This design comes from an exercise in tuning for a short achievable clock period and few clock cycles on the open sky130 flow, not from production work. At most, simulation tests tie the RTL to the original design; equivalence was not proved. Power is estimated from default activity; no workload was simulated.

==> inputs of v2 <==
==> flow/design.v <==
module tx_drain #(
    parameter [31:0] DESC_MEM_BASE = 32'h4A10_2000,
    parameter [31:0] DESC_MEM_SIZE = 32'h0000_8000,
    parameter integer WALK_LIMIT   = 1024
) (
    input  wire        clk,
    input  wire        rst,
    input  wire        start,
    input  wire [31:0] head,
    output wire        ready,
    output reg         mem_req,
    output reg         mem_we,
    output reg  [31:0] mem_addr,
    output reg  [31:0] mem_wdata,
    input  wire        mem_gnt,
    input  wire [31:0] mem_rdata,
    output reg         tx_valid,
    output reg  [7:0]  tx_data,
    input  wire        tx_ready,
    output reg         done,
    output reg  [1:0]  status,
    output reg  [31:0] cp
);
    localparam [1:0] ST_OK        = 2'd0;
    localparam [1:0] ST_NOT_OWNED = 2'd1;
    localparam [1:0] ST_WALK      = 2'd2;
    localparam [1:0] ST_DESC_OOR  = 2'd3;
    localparam [32:0] WIN_LO = {1'b0, DESC_MEM_BASE};
    localparam [32:0] WIN_HI = {1'b0, DESC_MEM_BASE} + {1'b0, DESC_MEM_SIZE};
    function integer cbits;
        input integer v;
        integer i;
        begin
            cbits = 1;
            for (i = v; i > 1; i = i / 2)
                cbits = cbits + 1;
        end
    endfunction
    localparam integer VW = cbits(WALK_LIMIT + 1);
    localparam [2:0] OP_D   = 3'd0,    
                     OP_PAY = 3'd1,    
                     OP_R0  = 3'd2,    
                     OP_W0  = 3'd3,    
                     OP_R1  = 3'd4,    
                     OP_W1  = 3'd5;    
    function [7:0] byte_of;
        input [31:0] w;
        input [1:0]  k;
        begin
            case (k)
                2'd0:    byte_of = w[7:0];
                2'd1:    byte_of = w[15:8];
                2'd2:    byte_of = w[23:16];
                default: byte_of = w[31:24];
            endcase
        end
    endfunction
    function [31:0] crc32_byte;
        input [31:0] c_in;
        input [7:0]  b;
        integer i;
        reg [31:0] c;
        begin
            c = c_in ^ {24'd0, b};
            for (i = 0; i < 8; i = i + 1)
                c = c[0] ? ((c >> 1) ^ 32'hEDB88320) : (c >> 1);
            crc32_byte = c;
        end
    endfunction
    reg         busy;        
    reg         rdy;         
    reg  [2:0]  op;          
    reg         acc;         
    reg         accr;        
    reg  [2:0]  fk;          
    reg  [1:0]  dk;          
    reg  [1:0]  cap_k;       
    reg  [31:0] faddr;       
    reg         rchk;        
    reg  [VW-1:0] visits;    
    reg         lim_bad;     
    reg         rng_bad;     
    reg         w_end;       
    reg  [31:0] n_w0, n_w1, n_w2;
    reg  [16:0] n_lo;        
    reg         n_own, n_pc;
    reg         n_full;      
    reg         vchk;        
    reg         n_term;      
    reg  [31:0] paddr;       
    reg  [15:0] prem;        
    reg         p_has;       
    reg         c_term;      
    reg         first;       
    reg         pcrc;        
    reg  [1:0]  pn;          
    reg  [31:0] wb_a0, wb_a1;
    reg  [2:0]  wbs;         
    reg         wb_same;     
    reg  [31:0] f_d [0:3];
    reg  [1:0]  f_n [0:3];   
    reg  [1:0]  wp, rp;
    reg  [2:0]  fc;          
    reg  [2:0]  occ;         
    reg  [1:0]  bi;
    reg  [31:0] cq;
    reg  [1:0]  cq_n;
    reg         cq_v;
    reg  [31:0] crc;
    reg  [2:0]  cb;          
    wire        in_range = ({1'b0, faddr} >= WIN_LO) &&
                           ({1'b0, faddr} + 33'd16 <= WIN_HI);
    wire        mfree    = busy && !mem_req;
    wire        gnt_now  = mem_req && mem_gnt;
    wire        pay_done = c_term && !p_has;
    wire        d3_now   = accr && (op == OP_D) && (cap_k == 2'd3);
    wire        v_fail   = vchk && (lim_bad || rng_bad || !n_own);
    wire [1:0]  v_stat   = lim_bad ? ST_WALK : rng_bad ? ST_DESC_OOR : ST_NOT_OWNED;
    wire        take     = (n_full || d3_now) && !v_fail && !p_has && !c_term &&
                           !mem_req;
    wire        pc_in    = n_full ? n_pc : mem_rdata[26];
    wire        is_pay   = mfree && p_has && !occ[2];
    wire        is_desc  = mfree && !is_pay && !fk[2] && !w_end;
    wire        wb_want  = (wbs == 3'd0 && pay_done) || (wbs == 3'd2) ||
                           (wbs == 3'd3 && acc && !wb_same) || (wbs == 3'd5);
    wire        is_wb    = mfree && wb_want;
    wire        cont     = gnt_now && (op == OP_D) && !fk[2] && !(p_has && !occ[2]);
    wire        issue    = is_pay || is_desc || is_wb;
    reg  [2:0]  op_wb;
    always @* begin
        case (wbs)
            3'd0:    op_wb = OP_R0;
            3'd2:    op_wb = OP_W0;
            3'd3:    op_wb = OP_R1;
            default: op_wb = OP_W1;
        endcase
    end
    wire [2:0]  op_next  = !busy   ? OP_D :
                           is_pay  ? OP_PAY :
                           is_desc ? OP_D :
                           is_wb   ? op_wb : op;
    wire        f_wr     = busy && accr && (op == OP_PAY);
    wire        has      = (fc != 3'd0);
    wire [31:0] hd       = f_d[rp];
    wire [31:0] nx       = f_d[rp + 2'd1];
    wire        last_b   = (bi == f_n[rp]);
    wire        nx_has   = (fc[2:1] != 2'd0);
    wire [7:0]  crc_b    = ~byte_of(crc, cb[1:0]);
    wire [7:0]  crc_b1   = ~byte_of(crc, cb[1:0] + 2'd1);
    wire [2:0]  occ_b    = occ + {2'd0, is_pay};
    wire [2:0]  fc_b     = fc + {2'd0, f_wr};
    wire        crc_ok   = pay_done && !pcrc && !cq_v;
    wire        val_n    = has || f_wr ||
                           (crc_ok && (occ_b == 3'd0) && !cb[2]);
    wire [7:0]  byte_n   = has  ? byte_of(hd, bi) :
                           f_wr ? mem_rdata[7:0] : crc_b;
    wire        fin_n    = pay_done && (occ_b == 3'd0) && (pcrc || cb[2]);
    wire        pop_t    = has && last_b;
    wire [2:0]  occ_t    = occ_b - {2'd0, pop_t};
    wire [2:0]  cb_t     = has ? cb : cb + 3'd1;
    wire        val_t    = (has && !last_b) || (pop_t && (nx_has || f_wr)) ||
                           (crc_ok && (occ_t == 3'd0) && !cb_t[2]);
    wire [7:0]  byte_t   = (has && !last_b) ? byte_of(hd, bi + 2'd1) :
                           (pop_t && nx_has) ? nx[7:0] :
                           (pop_t && f_wr)   ? mem_rdata[7:0] :
                           has ? crc_b : crc_b1;
    wire        fin_t    = pay_done && (occ_t == 3'd0) && (pcrc || cb_t[2]);
    wire        xfer     = tx_valid && tx_ready;
    wire        pop      = xfer && pop_t;
    wire        val_nx   = xfer ? val_t : val_n;
    wire [7:0]  byte_nx  = xfer ? byte_t : byte_n;
    wire        fin      = (wbs == 3'd7) && (xfer ? fin_t : fin_n);
    assign ready = rdy;
    always @(posedge clk) begin
        if (rst) begin
            busy     <= 1'b0;
            rdy      <= 1'b1;
            mem_req  <= 1'b0;
            acc      <= 1'b0;
            accr     <= 1'b0;
            tx_valid <= 1'b0;
            done     <= 1'b0;
        end else begin
            acc      <= gnt_now;
            accr     <= gnt_now && !mem_we;
            done     <= busy && (v_fail || fin);
            tx_valid <= busy && !v_fail && val_nx;
            if (!busy) begin
                mem_req <= start;
                busy    <= start;
                rdy     <= !start;
            end else if (v_fail || fin) begin
                mem_req <= 1'b0;
                busy    <= 1'b0;
                rdy     <= 1'b1;
            end else if (mem_req) begin
                mem_req <= !mem_gnt || cont;
            end else begin
                mem_req <= issue;
            end
        end
    end
    always @(posedge clk) begin
        tx_data   <= byte_nx;
        status    <= (busy && v_fail) ? v_stat : ST_OK;
        cp        <= n_w1;
        mem_we    <= busy && (op_next == OP_W0 || op_next == OP_W1);
        mem_wdata <= (wbs[2] || wb_same) ? ((n_w2 | 32'h1000_0000) & ~{2'b00, !wbs[2], 29'd0})
                                         : (n_w2 & ~32'h2000_0000);
        if (!busy)
            mem_addr <= head;
        else
            case (op_next)
                OP_D:         mem_addr <= (gnt_now && op == OP_D) ? faddr + 32'd4 : faddr;
                OP_PAY:       mem_addr <= paddr;
                OP_R0, OP_W0: mem_addr <= wb_a0;
                default:      mem_addr <= wb_a1;
            endcase
    end
    always @(posedge clk) begin
        n_term  <= (n_w0 == 32'd0);
        wb_same <= (wb_a0 == wb_a1);
        op     <= op_next;
        if (!busy) begin
            faddr    <= head;
            rchk     <= 1'b1;
            fk       <= 3'd1;
            dk       <= 2'd0;
            visits   <= {{(VW-1){1'b0}}, 1'b1};
            lim_bad  <= (WALK_LIMIT == 0);
            w_end    <= 1'b0;
            n_full   <= 1'b0;
            vchk     <= 1'b0;
            prem     <= 16'd0;
            p_has    <= 1'b0;
            c_term   <= 1'b0;
            first    <= 1'b1;
            wbs      <= 3'd0;
            wp       <= 2'd0;
            rp       <= 2'd0;
            fc       <= 3'd0;
            occ      <= 3'd0;
            bi       <= 2'd0;
            cq_v     <= 1'b0;
            crc      <= 32'hFFFF_FFFF;
            cb       <= 3'd0;
        end else begin
            rchk <= 1'b0;
            if (rchk)
                rng_bad <= !in_range;
            if (gnt_now && op == OP_D && dk != 2'd3)
                faddr <= faddr + 32'd4;
            cap_k <= dk;
            vchk  <= d3_now;
            if (accr && op == OP_D) begin
                case (cap_k)
                    2'd0: n_w0 <= mem_rdata;
                    2'd1: n_w1 <= mem_rdata;
                    2'd2: begin
                        n_w2 <= mem_rdata;
                        n_lo <= {1'b0, n_w1[15:0]} + {1'b0, mem_rdata[31:16]};
                    end
                    default: begin
                        n_own  <= mem_rdata[29];
                        n_pc   <= mem_rdata[26];
                        n_full <= 1'b1;
                    end
                endcase
            end
            if (is_desc || cont) begin
                fk <= fk + 3'd1;
                dk <= fk[1:0];
                if (fk == 3'd0) begin
                    visits  <= visits + 1'b1;
                    lim_bad <= (visits == WALK_LIMIT);
                end
            end
            if (take) begin
                n_full <= 1'b0;
                paddr  <= {n_w1[31:16] + {15'd0, n_lo[16]}, n_lo[15:0]};
                prem   <= n_w2[15:0];
                p_has  <= (n_w2[15:0] != 16'd0);
                first  <= 1'b0;
                if (first) begin
                    pcrc  <= pc_in;
                    wb_a0 <= faddr;
                end
                if (n_term) begin
                    c_term <= 1'b1;
                    w_end  <= 1'b1;
                    wb_a1  <= faddr;
                end else begin
                    faddr  <= n_w0;
                    rchk   <= 1'b1;
                    fk     <= 3'd0;
                end
            end
            if (gnt_now && op == OP_PAY)
                paddr <= paddr + 32'd4;
            if (is_pay) begin
                p_has <= (prem[15:3] != 13'd0) || (prem[2] && prem[1:0] != 2'd0);
                if (prem[15:2] != 14'd0) begin
                    pn   <= 2'd3;
                    prem <= prem - 16'd4;
                end else begin
                    pn   <= prem[1:0] - 2'd1;
                    prem <= 16'd0;
                end
            end
            if (accr && (op == OP_R0 || op == OP_R1))
                n_w2 <= mem_rdata;
            case (wbs)
                3'd0: if (is_wb) wbs <= 3'd1;
                3'd1: if (accr)  wbs <= 3'd2;
                3'd2: if (is_wb) wbs <= 3'd3;
                3'd3: if (acc)   wbs <= wb_same ? 3'd7 : 3'd4;
                3'd4: if (accr)  wbs <= 3'd5;
                3'd5: if (is_wb) wbs <= 3'd6;
                3'd6: if (acc)   wbs <= 3'd7;
                default: ;
            endcase
            if (f_wr) begin
                f_d[wp] <= mem_rdata;
                f_n[wp] <= pn;
                wp      <= wp + 2'd1;
            end
            if (xfer) begin
                if (has) begin
                    bi <= last_b ? 2'd0 : bi + 2'd1;
                    if (last_b)
                        rp <= rp + 2'd1;
                end else begin
                    cb <= cb + 3'd1;
                end
            end
            fc  <= pop ? fc_b - 3'd1 : fc_b;
            occ <= pop ? occ_t : occ_b;
            cq_v <= f_wr;
            if (f_wr) begin
                cq   <= mem_rdata;
                cq_n <= pn;
            end
            if (cq_v) begin
                case (cq_n)
                    2'd0: crc <= crc32_byte(crc, cq[7:0]);
                    2'd1: crc <= crc32_byte(crc32_byte(crc, cq[7:0]), cq[15:8]);
                    2'd2: crc <= crc32_byte(crc32_byte(crc32_byte(crc, cq[7:0]),
                                                       cq[15:8]), cq[23:16]);
                    default:
                          crc <= crc32_byte(crc32_byte(crc32_byte(crc32_byte(crc,
                                     cq[7:0]), cq[15:8]), cq[23:16]), cq[31:24]);
                endcase
            end
        end
    end
endmodule
==> flow/run.sh <==
#!/bin/bash
# synth_recipe.tcl (not shown) runs the flow's synth.tcl, then flattens the netlist and writes it again
# the make line also repeats each setting of config.mk as NAME=value (left out here)
make -C /OpenROAD-flow-scripts/flow DESIGN_CONFIG=/design/flow/config.mk WORK_HOME=/design/flow/orfs CLKGATE_MAP_FILE= SYNTH_SCRIPT=/design/flow/synth_recipe.tcl finish
==> flow/config.mk <==
export PLATFORM = sky130hd
export DESIGN_NAME = tx_drain
export DESIGN_NICKNAME = tx_drain
export VERILOG_FILES = /design/flow/design.v
export SDC_FILE = /design/flow/constraint.sdc
export NUM_CORES = 4
export LEC_CHECK = 0
export ABC_CLOCK_PERIOD_IN_PS = 2400
export CAP_MARGIN = 20
export CORE_MARGIN = 2
export CORE_UTILIZATION = 40
export PLACE_DENSITY = 0.6
export SETUP_SLACK_MARGIN = 4.6
export SLEW_MARGIN = 20
export TNS_END_PERCENT = 100
==> flow/constraint.sdc <==
create_clock -name core_clock -period 7.0 [get_ports {clk}]
set_input_delay 1.4000 -clock core_clock [delete_from_list [all_inputs] [get_ports {clk}]]
set_output_delay 1.4000 -clock core_clock [all_outputs]
set_load 0.01 [all_outputs]
==> inputs of v19, as changes to v2 <==
==> flow/design.v, changed modules only <==
module tx_drain #(
    parameter [31:0] DESC_MEM_BASE = 32'h4A10_2000,
    parameter [31:0] DESC_MEM_SIZE = 32'h0000_8000,
    parameter integer WALK_LIMIT   = 1024
) (
    input  wire        clk,
    input  wire        rst,
    input  wire        start,
    input  wire [31:0] head,
    output wire        ready,
    output reg         mem_req,
    output reg         mem_we,
    output reg  [31:0] mem_addr,
    output reg  [31:0] mem_wdata,
    input  wire        mem_gnt,
    input  wire [31:0] mem_rdata,
    output reg         tx_valid,
    output reg  [7:0]  tx_data,
    input  wire        tx_ready,
    output reg         done,
    output reg  [1:0]  status,
    output reg  [31:0] cp
);
    localparam [1:0] ST_OK        = 2'd0;
    localparam [1:0] ST_NOT_OWNED = 2'd1;
    localparam [1:0] ST_WALK      = 2'd2;
    localparam [1:0] ST_DESC_OOR  = 2'd3;
    localparam [32:0] WIN_LO = {1'b0, DESC_MEM_BASE};
    localparam [32:0] WIN_HI = {1'b0, DESC_MEM_BASE} + {1'b0, DESC_MEM_SIZE};
    localparam integer VW = $clog2(WALK_LIMIT + 2);
    localparam [2:0] OP_D   = 3'd0,    
                     OP_PAY = 3'd1,    
                     OP_R0  = 3'd2,    
                     OP_W0  = 3'd3,    
                     OP_R1  = 3'd4,    
                     OP_W1  = 3'd5;    
    function [31:0] crc32_byte;
        input [31:0] c_in;
        input [7:0]  b;
        integer i;
        reg [31:0] c;
        begin
            c = c_in ^ {24'd0, b};
            for (i = 0; i < 8; i = i + 1)
                c = c[0] ? ((c >> 1) ^ 32'hEDB88320) : (c >> 1);
            crc32_byte = c;
        end
    endfunction
    reg         busy;        
    reg         rdy;         
    reg  [2:0]  op;          
    reg         acc;         
    reg         accr;        
    reg  [2:0]  fk;          
    reg  [1:0]  dk;          
    reg  [1:0]  cap_k;       
    reg  [31:0] faddr;       
    reg         rchk;        
    reg  [VW-1:0] visits;    
    reg         lim_bad;     
    reg         rng_bad;     
    reg         w_end;       
    reg  [31:0] n_w0, n_w1, n_w2;
    reg         n_own, n_pc;
    reg         n_full;      
    reg         vchk;        
    reg         n_term;      
    reg  [31:0] paddr;       
    reg  [15:0] prem;        
    reg         p_has;       
    reg         c_term;      
    reg         first;       
    reg         pcrc;        
    reg  [1:0]  pn;          
    reg  [31:0] wb_a0, wb_a1;
    reg  [2:0]  wbs;         
    reg         wb_same;     
    reg  [31:0] f_d [0:3];
    reg  [1:0]  f_n [0:3];
    reg  [1:0]  wp, rp;
    reg  [2:0]  fc;          
    reg  [2:0]  occ;         
    reg  [31:0] hw;
    reg  [2:0]  hn;          
    reg  [31:0] crc;
    reg  [2:0]  cb;          
    wire        in_range = ({1'b0, faddr} >= WIN_LO) &&
                           ({1'b0, faddr} + 33'd16 <= WIN_HI);
    wire        mfree    = busy && !mem_req;
    wire        gnt_now  = mem_req && mem_gnt;
    wire        pay_done = c_term && !p_has;
    wire        d3_now   = accr && (op == OP_D) && (cap_k == 2'd3);
    wire        v_fail   = vchk && (lim_bad || rng_bad || !n_own);
    wire [1:0]  v_stat   = lim_bad ? ST_WALK : rng_bad ? ST_DESC_OOR : ST_NOT_OWNED;
    wire        take     = (n_full || d3_now) && !v_fail && !p_has && !c_term &&
                           !mem_req;
    wire        pc_in    = n_full ? n_pc : mem_rdata[26];
    wire        is_pay   = mfree && p_has && !occ[2];
    wire        is_desc  = mfree && !is_pay && !fk[2] && !w_end;
    wire        wb_want  = (wbs == 3'd0 && pay_done) || (wbs == 3'd2) ||
                           (wbs == 3'd3 && acc && !wb_same) || (wbs == 3'd5);
    wire        is_wb    = mfree && wb_want;
    wire        cont     = gnt_now && (op == OP_D) && !fk[2] && !(p_has && !occ[2]);
    wire        issue    = is_pay || is_desc || is_wb;
    reg  [2:0]  op_wb;
    always @* begin
        case (wbs)
            3'd0:    op_wb = OP_R0;
            3'd2:    op_wb = OP_W0;
            3'd3:    op_wb = OP_R1;
            default: op_wb = OP_W1;
        endcase
    end
    wire [2:0]  op_next  = !busy   ? OP_D :
                           is_pay  ? OP_PAY :
                           is_desc ? OP_D :
                           is_wb   ? op_wb : op;
    wire        f_wr     = busy && accr && (op == OP_PAY);
    wire        f_has    = (fc != 3'd0);
    wire        avail    = f_has || f_wr;
    wire [31:0] hd_w     = f_has ? f_d[rp] : mem_rdata;
    wire [1:0]  hd_n     = f_has ? f_n[rp] : pn;
    wire        h_has    = (hn != 3'd0);
    wire        ld_n     = !h_has && avail;
    wire [31:0] hw_n     = ld_n ? hd_w : hw;
    wire [2:0]  hn_n     = ld_n ? {1'b0, hd_n} + 3'd1 : hn;
    wire        ld_t     = (hn[2:1] == 2'b00) && avail;
    wire [31:0] hw_t     = ld_t ? hd_w : {8'd0, hw[31:8]};
    wire [2:0]  hn_t     = ld_t ? {1'b0, hd_n} + 3'd1 :
                           h_has ? hn - 3'd1 : 3'd0;
    wire [31:0] crc_t    = h_has ? crc32_byte(crc, hw[7:0]) : {8'd0, crc[31:8]};
    wire [2:0]  cb_t     = h_has ? cb : cb + 3'd1;
    wire [2:0]  occ_b    = occ + {2'd0, is_pay};
    wire [2:0]  occ_n    = occ_b - {2'd0, ld_n};
    wire [2:0]  occ_t    = occ_b - {2'd0, ld_t};
    wire        tail_n   = pay_done && (occ_n == 3'd0) && (hn_n == 3'd0);
    wire        tail_t   = pay_done && (occ_t == 3'd0) && (hn_t == 3'd0);
    wire        val_n    = (hn_n != 3'd0) || (tail_n && !pcrc && !cb[2]);
    wire        val_t    = (hn_t != 3'd0) || (tail_t && !pcrc && !cb_t[2]);
    wire        fin_n    = tail_n && (pcrc || cb[2]);
    wire        fin_t    = tail_t && (pcrc || cb_t[2]);
    wire [7:0]  byte_n   = (hn_n != 3'd0) ? hw_n[7:0] : ~crc[7:0];
    wire [7:0]  byte_t   = (hn_t != 3'd0) ? hw_t[7:0] : ~crc_t[7:0];
    wire        xfer     = tx_valid && tx_ready;
    wire        hload    = xfer ? ld_t : ld_n;
    wire [31:0] hw_nx    = xfer ? hw_t : hw_n;
    wire [2:0]  hn_nx    = xfer ? hn_t : hn_n;
    wire [31:0] crc_nx   = xfer ? crc_t : crc;
    wire [2:0]  cb_nx    = xfer ? cb_t : cb;
    wire [2:0]  occ_nx   = xfer ? occ_t : occ_n;
    wire        val_nx   = xfer ? val_t : val_n;
    wire [7:0]  byte_nx  = xfer ? byte_t : byte_n;
    wire        fin      = (wbs == 3'd7) && (xfer ? fin_t : fin_n);
    wire [2:0]  fc_b     = fc + {2'd0, f_wr};
    assign ready = rdy;
    always @(posedge clk) begin
        if (rst) begin
            busy     <= 1'b0;
            rdy      <= 1'b1;
            mem_req  <= 1'b0;
            acc      <= 1'b0;
            accr     <= 1'b0;
            tx_valid <= 1'b0;
            done     <= 1'b0;
        end else begin
            acc      <= gnt_now;
            accr     <= gnt_now && !mem_we;
            done     <= busy && (v_fail || fin);
            tx_valid <= busy && !v_fail && val_nx;
            if (!busy) begin
                mem_req <= start;
                busy    <= start;
                rdy     <= !start;
            end else if (v_fail || fin) begin
                mem_req <= 1'b0;
                busy    <= 1'b0;
                rdy     <= 1'b1;
            end else if (mem_req) begin
                mem_req <= !mem_gnt || cont;
            end else begin
                mem_req <= issue;
            end
        end
    end
    always @(posedge clk) begin
        tx_data   <= byte_nx;
        status    <= (busy && v_fail) ? v_stat : ST_OK;
        cp        <= n_w1;
        mem_we    <= busy && (op_next == OP_W0 || op_next == OP_W1);
        mem_wdata <= (wbs[2] || wb_same) ? ((n_w2 | 32'h1000_0000) & ~{2'b00, !wbs[2], 29'd0})
                                         : (n_w2 & ~32'h2000_0000);
        if (!busy)
            mem_addr <= head;
        else
            case (op_next)
                OP_D:         mem_addr <= (gnt_now && op == OP_D) ? faddr + 32'd4 : faddr;
                OP_PAY:       mem_addr <= paddr;
                OP_R0, OP_W0: mem_addr <= wb_a0;
                default:      mem_addr <= wb_a1;
            endcase
    end
    always @(posedge clk) begin
        n_term  <= (n_w0 == 32'd0);
        wb_same <= (wb_a0 == wb_a1);
        op     <= op_next;
        if (!busy) begin
            faddr    <= head;
            rchk     <= 1'b1;
            fk       <= 3'd1;
            dk       <= 2'd0;
            visits   <= {{(VW-1){1'b0}}, 1'b1};
            lim_bad  <= (WALK_LIMIT == 0);
            w_end    <= 1'b0;
            n_full   <= 1'b0;
            vchk     <= 1'b0;
            prem     <= 16'd0;
            p_has    <= 1'b0;
            c_term   <= 1'b0;
            first    <= 1'b1;
            wbs      <= 3'd0;
            wp       <= 2'd0;
            rp       <= 2'd0;
            fc       <= 3'd0;
            occ      <= 3'd0;
            hn       <= 3'd0;
            crc      <= 32'hFFFF_FFFF;
            cb       <= 3'd0;
        end else begin
            rchk <= 1'b0;
            if (rchk)
                rng_bad <= !in_range;
            if (gnt_now && op == OP_D && dk != 2'd3)
                faddr <= faddr + 32'd4;
            cap_k <= dk;
            vchk  <= d3_now;
            if (accr && op == OP_D) begin
                case (cap_k)
                    2'd0: n_w0 <= mem_rdata;
                    2'd1: n_w1 <= mem_rdata;
                    2'd2: n_w2 <= mem_rdata;
                    default: begin
                        n_own  <= mem_rdata[29];
                        n_pc   <= mem_rdata[26];
                        n_full <= 1'b1;
                    end
                endcase
            end
            if (is_desc || cont) begin
                fk <= fk + 3'd1;
                dk <= fk[1:0];
                if (fk == 3'd0) begin
                    visits  <= visits + 1'b1;
                    lim_bad <= (visits == WALK_LIMIT);
                end
            end
            if (take) begin
                n_full <= 1'b0;
                paddr  <= n_w1 + {16'd0, n_w2[31:16]};
                prem   <= n_w2[15:0];
                p_has  <= (n_w2[15:0] != 16'd0);
                first  <= 1'b0;
                if (first) begin
                    pcrc  <= pc_in;
                    wb_a0 <= faddr;
                end
                if (n_term) begin
                    c_term <= 1'b1;
                    w_end  <= 1'b1;
                    wb_a1  <= faddr;
                end else begin
                    faddr  <= n_w0;
                    rchk   <= 1'b1;
                    fk     <= 3'd0;
                end
            end
            if (gnt_now && op == OP_PAY)
                paddr <= paddr + 32'd4;
            if (is_pay) begin
                p_has <= (prem[15:3] != 13'd0) || (prem[2] && prem[1:0] != 2'd0);
                if (prem[15:2] != 14'd0) begin
                    pn   <= 2'd3;
                    prem <= prem - 16'd4;
                end else begin
                    pn   <= prem[1:0] - 2'd1;
                    prem <= 16'd0;
                end
            end
            if (accr && (op == OP_R0 || op == OP_R1))
                n_w2 <= mem_rdata;
            case (wbs)
                3'd0: if (is_wb) wbs <= 3'd1;
                3'd1: if (accr)  wbs <= 3'd2;
                3'd2: if (is_wb) wbs <= 3'd3;
                3'd3: if (acc)   wbs <= wb_same ? 3'd7 : 3'd4;
                3'd4: if (accr)  wbs <= 3'd5;
                3'd5: if (is_wb) wbs <= 3'd6;
                3'd6: if (acc)   wbs <= 3'd7;
                default: ;
            endcase
            if (f_wr) begin
                f_d[wp] <= mem_rdata;
                f_n[wp] <= pn;
                wp      <= wp + 2'd1;
            end
            if (hload)
                rp <= rp + 2'd1;
            fc  <= hload ? fc_b - 3'd1 : fc_b;
            occ <= occ_nx;
            hw  <= hw_nx;
            hn  <= hn_nx;
            crc <= crc_nx;
            cb  <= cb_nx;
        end
    end
endmodule
==> run summary <==
| item | v19 | v2 |
|---|---|---|
| Result of the run | no timing/DRC/antenna violations | no timing/DRC/antenna violations |
| Post-route design area | 35,800 sq um | 44,200 sq um |
| Drt total wl | 94,200 microns | 118,000 microns |
| Max rail drop VDD | 0.000156 V | 0.000159 V |
| Sequential fraction of the synthesis area | 58.5% | 53.5% |
| Final Core Density | 53.3% | 58.0% |
| Tot Pwr | 8140 uW | 8640 uW |
| DRT iter0 DRCs | 2,280 | 2,896 |
| GRT Total Usage | 26.2% | 29.1% |
| Number of distinct library cells after synthesis | 104 | 71 |
| Critical Path Sink | tx_data[2] | crc[6] |
| Floorplan die area | 70,200 sq um | 79,400 sq um |
| Sequential Power | 3960 uW | 4060 uW |
| Finished Layout Cells | 3,641 | 4,335 |
| GP Congestion | 0.925 | 0.946 |
| Fraction of power spent switching nets | 23.5% | 23.2% |
| Fraction of the cycle the final worst path needs | 40.6% | 62.9% |
| Slew at the pin closest to its max-slew limit | 0.995 ns | 1.00 ns |
| Maximum cell stage delay along the critical path | 0.51 ns | 0.63 ns |
| Buffers outside the clock class | 400 | 622 |
Testbench counts of v2, summed over its fixed seeds: cycles 223,390.
No functional check of the RTL was part of v19.

[static timing again, ports no longer ideal]
In the flow no input, the clock included, has a driving cell. The finished layouts below were timed again as built, in two steps. Step 1 assumes that a clkbuf_16 drives the clock port and a buf_2 every other input. Step 2 adds t to the input delays and takes it off the output delays; t is the mean of the earliest and latest rising clock arrival at the registers after step 1. Input paths then give back, and output paths get back, about the clock's delay inside the block. Slacks: no drivers / after step 1 / after step 2; pairs: no drivers / after step 1.
run | t, ns | setup slack, ns | worst setup path at the end | worst slew at a driven data input, ns | pins driven straight from the clock port
v2 | 0.677 | 2.597 / 2.597 / 2.597 | register to register | 0.13 | 1
v19 | 0.658 | 4.155 / 4.155 / 3.786 | input to register | 0.10 | 1
After both steps setup and hold are still met in every run listed. For v19, which loses most, drivers alone change the setup slack by 0.000 ns; drivers and shift together by -0.369 ns.
